Source: an optimization exercise on an open RTL-to-GDS flow (aim: small area, a short achievable clock period and few clock cycles per item). Production flows keep margins and buffers that such runs may drop. RTL that was checked went through simulation tests only; none was proved equivalent to the original. No activity file was given, so power comes from the tool's default toggle rates.

## ate1_pixel_unit
module ate1_pixel_unit (
    input  wire        clk,
    input  wire        rst,         
    input  wire        in_valid,
    output wire        in_ready,
    input  wire [3:0]  in_op,
    input  wire [63:0] in_d,
    input  wire [63:0] in_s,
    input  wire [16:0] in_t,
    output reg         out_valid,
    input  wire        out_ready,
    output reg  [63:0] out_p
);
Size: about 770 flip-flops, ~220 I/O pins, about 0.073 sq mm of cells after synthesis.
clock: 16.0 ns
lec_check: 0
cap_margin: 20
core_margin: 2
core_utilization: 45
cts_cluster_diameter: 200
cts_cluster_size: 20
gpl_routability_driven: 0
slew_margin: 20
synth_hierarchical: 1
standard.sh (not shown) runs the stock make flow with config.mk's settings and CLKGATE_MAP_FILE= SYNTH_SCRIPT=/design/flow/synth_recipe.tcl, a recipe that flattens the netlist after the stock synthesis.
==> flow/flow/run.sh <==
#!/bin/bash
# Standard layout (bash standard.sh) with two changes to how it is made:
# - timing repair aims to leave flow/setup_margin ns of setup slack, so it
#   works towards a shorter period than the 16 ns clock (the SDC is unchanged);
# - the port buffers that buffer_ports inserts are buf_1 cells.
# The make output goes to flow_make.log; ORFS's own logs are under orfs/logs.
set -euo pipefail
export SETUP_SLACK_MARGIN=$(cat flow/setup_margin)
export BUFFER_PORTS_ARGS="-buffer_cell sky130_fd_sc_hd__buf_1"
bash standard.sh > flow_make.log 2>&1
==> flow/flow/setup_margin <==
10.8
Next try:
- GPL_ROUTABILITY_DRIVEN: 0 -> not set
After rerunning:
- combinational power hardly moves
- design area barely changes
- wire length came out higher by about 2.3%
- global-route usage goes up by 0.49 points
- synthesized area stays the same
- maximum frequency goes up by 1.1%
- die area does not change
Function was not checked in any run of this note: the RTL went through the layout flow alone.

========
Another version of the RTL of ate1_pixel_unit (not shown whole).
Size: ~6800 cells after synthesis, about 770 flip-flops, ~220 I/O pins, ~73000 um^2 of cells after synthesis.
==> flow/config.mk <==
export PLATFORM = sky130hd
export DESIGN_NAME = ate1_pixel_unit
export DESIGN_NICKNAME = ate1_pixel_unit
export VERILOG_FILES = /design/flow/design.v
export SDC_FILE = /design/flow/constraint.sdc
export NUM_CORES = 8
export LEC_CHECK = 0
export CAP_MARGIN = 20
export CORE_MARGIN = 2
export CORE_UTILIZATION = 45
export CTS_CLUSTER_DIAMETER = 200
export CTS_CLUSTER_SIZE = 20
export GPL_ROUTABILITY_DRIVEN = 0
export SLEW_MARGIN = 20
export SYNTH_HIERARCHICAL = 1
export TNS_END_PERCENT = 50
==> flow/constraint.sdc <==
create_clock -name core_clock -period 16.0 [get_ports {clk}]
set_input_delay 3.2000 -clock core_clock [delete_from_list [all_inputs] [get_ports {clk}]]
set_output_delay 3.2000 -clock core_clock [all_outputs]
set_load 0.01 [all_outputs]
Scripts as last shown in full above: flow/flow/run.sh, flow/flow/setup_margin
Testbench counts at the start, summed over its fixed seeds: cycles 42,153, items 32,000.
==> next run, changes <==
--- a/flow/flow/run.sh
+++ b/flow/flow/run.sh
@@ -5 +5 @@
-# - the port buffers that buffer_ports inserts are buf_1 cells.
+# - the port buffers that buffer_ports inserts are buf_2 cells.
@@ -9 +9 @@
-export BUFFER_PORTS_ARGS="-buffer_cell sky130_fd_sc_hd__buf_1"
+export BUFFER_PORTS_ARGS="-buffer_cell sky130_fd_sc_hd__buf_2"
==> flow/flow/setup_margin (replaced) <==
10.7
CORE_UTILIZATION = 35   (was 45)
CTS_CLUSTER_DIAMETER = 150   (was 200)
CTS_CLUSTER_SIZE = 25   (was 20)
GPL_ROUTABILITY_DRIVEN = not set   (was 0)
TNS_END_PERCENT = not set   (was 50)
Non-clock buffer count increases by 14.
Final area increases by 1.1%.
Setup slack improved by 0.066 ns.
Die area increases by 28%.
Critical path depth increases by 8.
Power decreases by 0.37%.
==> next run, changes <==
--- a/flow/flow/run.sh
+++ b/flow/flow/run.sh
@@ -5 +5 @@
-# - the port buffers that buffer_ports inserts are buf_2 cells.
+# - the port buffers that buffer_ports inserts are buf_1 cells.
@@ -9 +9 @@
-export BUFFER_PORTS_ARGS="-buffer_cell sky130_fd_sc_hd__buf_2"
+export BUFFER_PORTS_ARGS="-buffer_cell sky130_fd_sc_hd__buf_1"
CORE_UTILIZATION = 55   (was 35)
CTS_CLUSTER_DIAMETER = 200   (was 150)
CTS_CLUSTER_SIZE = 20   (was 25)
What happened:
- global-route usage is higher by 11 points
- cell count is lower by roughly a tenth
- non-clock buffer count is lower by 2
- synthesized cell count is unchanged
- setup slack gets better by 0.046 ns
- via count hardly moves
- synthesized area does not change
==> next run, changes <==
==> flow/flow/setup_margin (replaced) <==
10.8
CORE_UTILIZATION = 45   (was 55)
Outcome:
- count of clock-buffer cells in the layout is lower by 9
- worst hold slack gets better by 0.0079 ns
- global-route usage falls by 4.8 points
- non-clock buffer count rises by 9
- critical path depth came out lower by 1
- maximum frequency rose by 1.2%
- utilization went down by 10 points
==> next run, changes <==
--- a/flow/flow/run.sh
+++ b/flow/flow/run.sh
@@ -5 +5 @@
-# - the port buffers that buffer_ports inserts are buf_1 cells.
+# - the port buffers that buffer_ports inserts are buf_2 cells.
@@ -9 +9 @@
-export BUFFER_PORTS_ARGS="-buffer_cell sky130_fd_sc_hd__buf_1"
+export BUFFER_PORTS_ARGS="-buffer_cell sky130_fd_sc_hd__buf_2"
==> flow/flow/setup_margin (replaced) <==
10.9
CORE_UTILIZATION = 35   (was 45)
Effect:
- cell area rose by 3.5%
- power is higher by 1.9%
- utilization came out lower by 10 points
- worst setup slack degrades by 0.047 ns
- sequential power is about the same
- final cell count went up by 7.6%
- sequential share of layout area shrinks by 0.95 points
==> next run, changes <==
--- a/flow/flow/run.sh
+++ b/flow/flow/run.sh
@@ -5 +5,3 @@
-# - the port buffers that buffer_ports inserts are buf_2 cells.
+# - the buffers ABC inserted are removed before placement instead of a
+#   first timing repair at floorplan;
+# - the port buffers that buffer_ports inserts are buf_1 cells.
@@ -9 +11,2 @@
-export BUFFER_PORTS_ARGS="-buffer_cell sky130_fd_sc_hd__buf_2"
+export REMOVE_ABC_BUFFERS=1
+export BUFFER_PORTS_ARGS="-buffer_cell sky130_fd_sc_hd__buf_1"
==> flow/flow/setup_margin (replaced) <==
10.8
CORE_UTILIZATION = 45   (was 35)
GPL_ROUTABILITY_DRIVEN = 0   (was not set)
What happened: The changed run completed with no timing, DRC or antenna violations; via count shrinks by 2.2%; sequential power is about the same; worst setup slack loses 0.12 ns.

[static timing again, ports no longer ideal]
In the flow no input, the clock included, has a driving cell. The finished layouts below were timed again as built, in two steps. Step 1, drivers: a clkbuf_16 drives clk and a buf_2 each remaining input, both assumed. Step 2 times the ports against the registers' clock, not the clock port: input delays grow and output delays shrink by t, the midpoint of the rising clock arrivals with the driver on. Three values: ideal, step 1, step 2; two values: the first two.
run | t, ns | setup WS [ns] | hold WS [ns] | clock arrival spread, ns | worst register clock-pin slew, ns
the first run of note 1 | 0.770 | 10.795 / 10.795 / 10.160 | 0.418 / 0.418 / 0.418 | 0.057 / 0.057 | 0.11 / 0.11
the second run of note 1 | 0.754 | 10.851 / 10.888 / 10.155 | 0.415 / 0.415 / 0.415 | 0.074 / 0.073 | 0.12 / 0.12
the first run of note 2 | 0.764 | 10.687 / 10.622 / 9.859 | 0.417 / 0.417 / 0.417 | 0.061 / 0.061 | 0.11 / 0.11
the second run of note 2 | 0.765 | 10.753 / 10.720 / 9.999 | 0.426 / 0.426 / 0.426 | 0.070 / 0.070 | 0.12 / 0.12
the third run of note 2 | 0.743 | 10.799 / 10.737 / 9.994 | 0.413 / 0.413 / 0.413 | 0.043 / 0.042 | 0.11 / 0.11
the fourth run of note 2 | 0.755 | 10.858 / 10.824 / 10.069 | 0.421 / 0.421 / 0.421 | 0.052 / 0.052 | 0.12 / 0.12
the fifth run of note 2 | 0.758 | 10.811 / 10.777 / 10.199 | 0.403 / 0.403 / 0.403 | 0.061 / 0.060 | 0.11 / 0.11
the sixth run of note 2 | 0.757 | 10.692 / 10.692 / 10.134 | 0.418 / 0.418 / 0.418 | 0.046 / 0.046 | 0.10 / 0.10
After both steps every run listed still meets setup and hold. The setup slack of the first run of note 2, which loses most, moves by -0.065 ns with the drivers and by -0.828 ns with both steps.
